This design comes from an exercise in tuning for small area on the open sky130 flow, not from production work. The RTL was checked by simulation tests, not by an equivalence proof against the original design. Power figures rest on the tool's default switching activity, not on a simulated workload.

==> flow/design.v <==
module dxl_framer (
    input  wire        clk,
    input  wire        rst,
    input  wire        tick,
    input  wire        start,
    input  wire        open_ok,
    input  wire        acc_valid,
    input  wire [31:0] acc_data,
    input  wire        vel_valid,
    input  wire [31:0] vel_data,
    input  wire        pos_valid,
    input  wire [31:0] pos_data,
    output wire        tx_valid,
    output reg  [7:0]  tx_data,
    output wire        tx_last,
    input  wire        tx_ready,
    input  wire        tx_done,
    input  wire        tx_fail,
    output wire        configured,
    output wire        halted,
    output wire        busy,
    output wire        rpt_valid,
    output wire [1:0]  rpt_code,
    output wire [2:0]  rpt_step
);
  localparam [7:0] DRIVE_MODE_VALUE     = 8'h00;
  localparam [7:0] OPERATING_MODE_VALUE = 8'h04;
  reg        c_q, b_q, h_q;
  reg  [1:0] k;         
  reg        snd;       
  reg        wt;        
  reg  [6:0] cnt;       
  reg        pend;
  reg        rpt;
  reg [31:0] xa, xv, xp;    
  reg [31:0] sa, sv, sp;    
  reg  [2:0] z;             
  reg  [2:0] sz;            
  reg [15:0] crc;
  assign configured = c_q;
  assign busy       = b_q;
  assign halted     = h_q;
  assign rpt_valid  = rpt;
  assign rpt_code   = h_q ? {snd, ~snd} : 2'd3;
  assign rpt_step   = {1'b0, k};
  wire       any  = acc_valid | vel_valid | pos_valid;
  wire       idle = c_q & ~b_q;
  wire       go   = idle & (pend | any);
  wire [2:0] bitc    = cnt[2:0];
  wire [3:0] bytec   = cnt[6:3];
  wire       bit7    = (bitc == 3'd7);
  wire       sending = b_q & snd;
  wire       silent  = ~c_q & (bytec[3:2] == 2'b11 ? ~bytec[1] : (bytec == 4'd11));
  wire       is_crc  = (bytec[3:1] == 3'b111);
  wire       is_last = is_crc & bytec[0];
  wire       offer   = sending & ~wt & bit7 & ~silent;
  wire       take    = offer & tx_ready;
  wire       answer  = sending & tx_done;
  wire       snap = b_q & c_q & snd & (k == 2'd0) & (cnt == 7'd0);
  assign tx_valid = offer;
  assign tx_last  = is_last;
  wire       pay_on = c_q & ((bytec[3:2] == 2'b10) ? bytec[1] : (bytec[3:1] == 3'b110));
  wire [1:0] j      = {~bytec[1], bytec[0]};    
  wire [2:0] kon    = {(k == 2'd2) & ~sz[2], (k == 2'd1) & ~sz[1], (k == 2'd0) & ~sz[0]};
  reg  [7:0] pay;
  always @(*) begin
    case (j)
      2'd0: pay = ({8{kon[0]}} & sa[7:0])   | ({8{kon[1]}} & sv[7:0])   | ({8{kon[2]}} & sp[7:0]);
      2'd1: pay = ({8{kon[0]}} & sa[15:8])  | ({8{kon[1]}} & sv[15:8])  | ({8{kon[2]}} & sp[15:8]);
      2'd2: pay = ({8{kon[0]}} & sa[23:16]) | ({8{kon[1]}} & sv[23:16]) | ({8{kon[2]}} & sp[23:16]);
      default: pay = ({8{kon[0]}} & sa[31:24]) | ({8{kon[1]}} & sv[31:24]) | ({8{kon[2]}} & sp[31:24]);
    endcase
  end
  reg [7:0] hdr;
  always @(*) begin
    case (bytec)
      4'd0, 4'd1: hdr = 8'hFF;
      4'd2:       hdr = 8'hFD;
      4'd5:       hdr = c_q ? 8'h09 : 8'h06;
      4'd7:       hdr = 8'h03;
      4'd8:
        case ({c_q, k})
          3'b000, 3'b011: hdr = 8'h40;
          3'b001:  hdr = 8'h0A;
          3'b010:  hdr = 8'h0B;
          3'b100:  hdr = 8'h6C;
          3'b101:  hdr = 8'h70;
          default: hdr = 8'h74;
        endcase
      4'd10:
        case ({c_q, k})
          3'b001:  hdr = DRIVE_MODE_VALUE;
          3'b010:  hdr = OPERATING_MODE_VALUE;
          3'b011:  hdr = 8'h01;
          default: hdr = 8'h00;
        endcase
      default:    hdr = 8'h00;
    endcase
  end
  always @(*)
    tx_data = hdr | ({8{pay_on}} & pay)
                  | ({8{bytec == 4'd14}} & crc[7:0])
                  | ({8{bytec == 4'd15}} & crc[15:8]);
  wire        dbit   = tx_data[~bitc];
  wire        fb     = crc[15] ^ dbit;
  wire [15:0] crc_sh = {crc[14:0], 1'b0} ^ (fb ? 16'h8005 : 16'h0000);
  wire        crc_en = sending & ~wt & ~is_crc & ~silent & (~bit7 | tx_ready);
  wire       settled = cnt[0] & cnt[2] & (c_q ? cnt[4] : (cnt[5] & cnt[6]));
  always @(posedge clk) begin
    if (!sending)
      crc <= 16'h0000;
    else if (crc_en)
      crc <= crc_sh;
    if (acc_valid) xa <= acc_data;
    if (vel_valid) xv <= vel_data;
    if (pos_valid) xp <= pos_data;
    if (snap) begin
      sa <= xa;
      sv <= xv;
      sp <= xp;
      sz <= z;
    end
    if (rst) begin
      c_q  <= 1'b0;
      b_q  <= 1'b0;
      h_q  <= 1'b0;
      k    <= 2'd0;
      snd  <= 1'b0;
      rpt  <= 1'b0;
      pend <= 1'b0;
      z    <= 3'b111;
    end else begin
      z    <= z & ~{pos_valid, vel_valid, acc_valid};
      pend <= ~idle & (pend | any);
      rpt  <= 1'b0;
      if (~c_q & ~b_q & ~h_q) begin
        if (start) begin
          if (open_ok) begin
            b_q <= 1'b1;
            snd <= 1'b1;
            wt  <= 1'b0;
            cnt <= 7'd0;
          end else begin
            h_q <= 1'b1;
            rpt <= 1'b1;
          end
        end
      end else if (go) begin
        b_q <= 1'b1;
        k   <= 2'd0;
        snd <= 1'b1;
        wt  <= 1'b0;
        cnt <= 7'd0;
      end else if (b_q) begin
        if (snd) begin
          if (answer) begin
            if (tx_fail & ~c_q) begin
              b_q <= 1'b0;
              h_q <= 1'b1;
              rpt <= 1'b1;
            end else begin
              rpt <= tx_fail;
              snd <= 1'b0;
              cnt <= 7'd0;
            end
          end else if (take & is_last) begin
            wt <= 1'b1;
          end else if (~bit7 | take | silent) begin
            cnt <= cnt + 7'd1;
          end
        end else if (settled) begin
          if (k == (c_q ? 2'd2 : 2'd3)) begin
            b_q <= 1'b0;
            c_q <= 1'b1;
          end else begin
            k   <= k + 2'd1;
            snd <= 1'b1;
            wt  <= 1'b0;
            cnt <= 7'd0;
          end
        end else if (tick) begin
          cnt <= cnt + 7'd1;
        end
      end
    end
  end
endmodule
Settings: LEC_CHECK=0, CAP_MARGIN=20, CORE_MARGIN=2, CORE_UTILIZATION=72, SLEW_MARGIN=20; clock period 10.0 ns.
standard.sh (not shown) runs the stock make flow with config.mk's settings and CLKGATE_MAP_FILE= SYNTH_SCRIPT=/design/flow/synth_recipe.tcl, a recipe that flattens the netlist after the stock synthesis.
==> flow/flow/run.sh <==
#!/bin/bash
# Own layout flow:
#  3. the standard layout (standard.sh) of that netlist, with buf_1
#     port buffers and a clock tree of fewer, larger sink clusters.
# Each tool's output is in its own log file in this folder.
set -euo pipefail
W=$(pwd)
CTS_BUF=${CTS_BUF:-sky130_fd_sc_hd__clkbuf_4}
CTS_SIZE=${CTS_SIZE:-10}
CTS_DIAM=${CTS_DIAM:-40}

bash standard.sh synth > synth_ref.log 2>&1
mv orfs orfs_ref
cp orfs_ref/results/$FLOW_PLATFORM/dxl_framer/base/1_2_yosys.v ref_synth.v

MY_ABC_SCRIPT=$W/flow/synth.abc make -C "$FLOW_HOME" DESIGN_CONFIG=$W/config.mk \
  WORK_HOME=$W/orfs_syn CLKGATE_MAP_FILE= SYNTH_SCRIPT=$W/flow/my_synth.tcl synth \
  > synth_area.log 2>&1
cp orfs_syn/results/$FLOW_PLATFORM/dxl_framer/base/1_2_yosys.v area_synth.v

# flip-flop instances (cell and name) of both netlists must be the same
ffs() { grep -E '^\s*sky130_fd_sc_hd__\S*df\S*\s' "$1" | awk '{print $1, $2}' | sort; }
if cmp -s <(ffs ref_synth.v) <(ffs area_synth.v); then
  NETLIST=$W/area_synth.v
  echo "flip-flops match: using area_synth.v" > netlist_choice.log
else
  NETLIST=$W/ref_synth.v
  echo "flip-flops differ: using ref_synth.v" > netlist_choice.log
fi

export SYNTH_NETLIST_FILES=$NETLIST
export BUFFER_PORTS_ARGS="-buffer_cell sky130_fd_sc_hd__buf_1"
export CTS_ARGS="-sink_clustering_enable -repair_clock_nets -buf_list $CTS_BUF -sink_clustering_size $CTS_SIZE -sink_clustering_max_diameter $CTS_DIAM -dont_use_dummy_load"
bash standard.sh > standard_flow.log 2>&1
==> flow/flow/my_synth.tcl <==
# synth_recipe.tcl (the standard synthesis) with one change: ABC maps the
# logic with the script named by MY_ABC_SCRIPT instead of ORFS's abc_speed.
trace add variable ::abc_script write {apply {{n1 n2 op} { set ::abc_script $::env(MY_ABC_SCRIPT) }}}
proc synth {args} { yosys synth -nofsm -noshare {*}$args }
source $::env(SCRIPTS_DIR)/synth.tcl
# left out here: clear keep_hierarchy, flatten, clean up, hide names made inside functions, write 1_2_yosys.v
==> flow/flow/synth.abc <==
&get -n
&st
&dch
&nf -R 1000
&put
strash
dch -f
map -a
&get -n
&st
&dch
&nf -R 1000
&put
The starting point passed the timing, design-rule and antenna checks.
Edit:
--- a/flow/flow/run.sh
+++ b/flow/flow/run.sh
@@ -7,5 +7,5 @@
 W=$(pwd)
-CTS_BUF=${CTS_BUF:-sky130_fd_sc_hd__clkbuf_4}
-CTS_SIZE=${CTS_SIZE:-10}
-CTS_DIAM=${CTS_DIAM:-40}
+CTS_BUF=${CTS_BUF:-sky130_fd_sc_hd__clkbuf_16}
+CTS_SIZE=${CTS_SIZE:-36}
+CTS_DIAM=${CTS_DIAM:-80}
 
Settings changed: CORE_UTILIZATION 72 to 60.
=> Clock power goes up by roughly a tenth. Worst setup slack improves by 0.11 ns. Global-route usage fell by 3.9 points. First-iteration DRC count decreases slightly. Die area climbs by about a fifth. Count of clock-buffer cells in the layout falls by 20. Synthesized area does not change. Combinational power rose by a few percent. Worst hold slack gets better by 0.027 ns.
Edit:
--- a/flow/flow/run.sh
+++ b/flow/flow/run.sh
@@ -7,5 +7,5 @@
 W=$(pwd)
-CTS_BUF=${CTS_BUF:-sky130_fd_sc_hd__clkbuf_16}
-CTS_SIZE=${CTS_SIZE:-36}
-CTS_DIAM=${CTS_DIAM:-80}
+CTS_BUF=${CTS_BUF:-sky130_fd_sc_hd__clkbuf_4}
+CTS_SIZE=${CTS_SIZE:-10}
+CTS_DIAM=${CTS_DIAM:-40}
 
Settings changed: CAP_MARGIN 20 to 5, SLEW_MARGIN 20 to 5.
Effect: The new run completed with no timing, DRC or antenna violations; routed wire length increases by 0.89%; sequential share of layout area climbs by 0.41 points; worst hold slack got worse by 0.021 ns; synthesized cell count is unchanged; cell area fell by 0.58%; area after synthesis does not change; total power goes down by 3.7%; cell count went up by 2.2%; clock-buffer cell count rose by 18; fmax shrinks by 2.3%; worst setup slack loses 0.13 ns.
Edit:
--- a/flow/flow/run.sh
+++ b/flow/flow/run.sh
@@ -7,5 +7,5 @@
 W=$(pwd)
-CTS_BUF=${CTS_BUF:-sky130_fd_sc_hd__clkbuf_4}
-CTS_SIZE=${CTS_SIZE:-10}
-CTS_DIAM=${CTS_DIAM:-40}
+CTS_BUF=${CTS_BUF:-sky130_fd_sc_hd__clkbuf_8}
+CTS_SIZE=${CTS_SIZE:-18}
+CTS_DIAM=${CTS_DIAM:-60}
 
Settings changed: CAP_MARGIN 5 to 20, SLEW_MARGIN 5 to 20.
=>
- The new run ran to the end with no violations
- maximum frequency climbs by a few percent
- total power climbs slightly
- die area is unchanged

port drivers added, routing unchanged:
Ports are ideal in the flow. The routed layouts listed here were re-timed in OpenROAD. Step 1 (the two cells are an assumption about what drives the block):
set clk [get_ports {clk}]
set_driving_cell -lib_cell sky130_fd_sc_hd__clkbuf_16 $clk
set_driving_cell -lib_cell sky130_fd_sc_hd__buf_2 [delete_from_list [all_inputs] $clk]
Step 2 moves the port delays by t, midway between the first and last clock arrival at a register: inputs arrive t later, outputs are due t later. That takes back most of the time a late clock gives input paths. Three values: ideal, step 1, step 2; two values: the first two.
run | shift t [ns] | setup slack, ns | worst data-port slew with drivers (ns)
the first run | 0.634 | 4.542 / 4.510 / 4.919 | 0.05
the second run | 0.499 | 4.649 / 4.603 / 5.102 | 0.04
the third run | 0.647 | 4.522 / 4.485 / 5.133 | 0.04
the fourth run | 0.523 | 4.685 / 4.649 / 5.172 | 0.04
After both steps setup and hold are still met in every run listed.
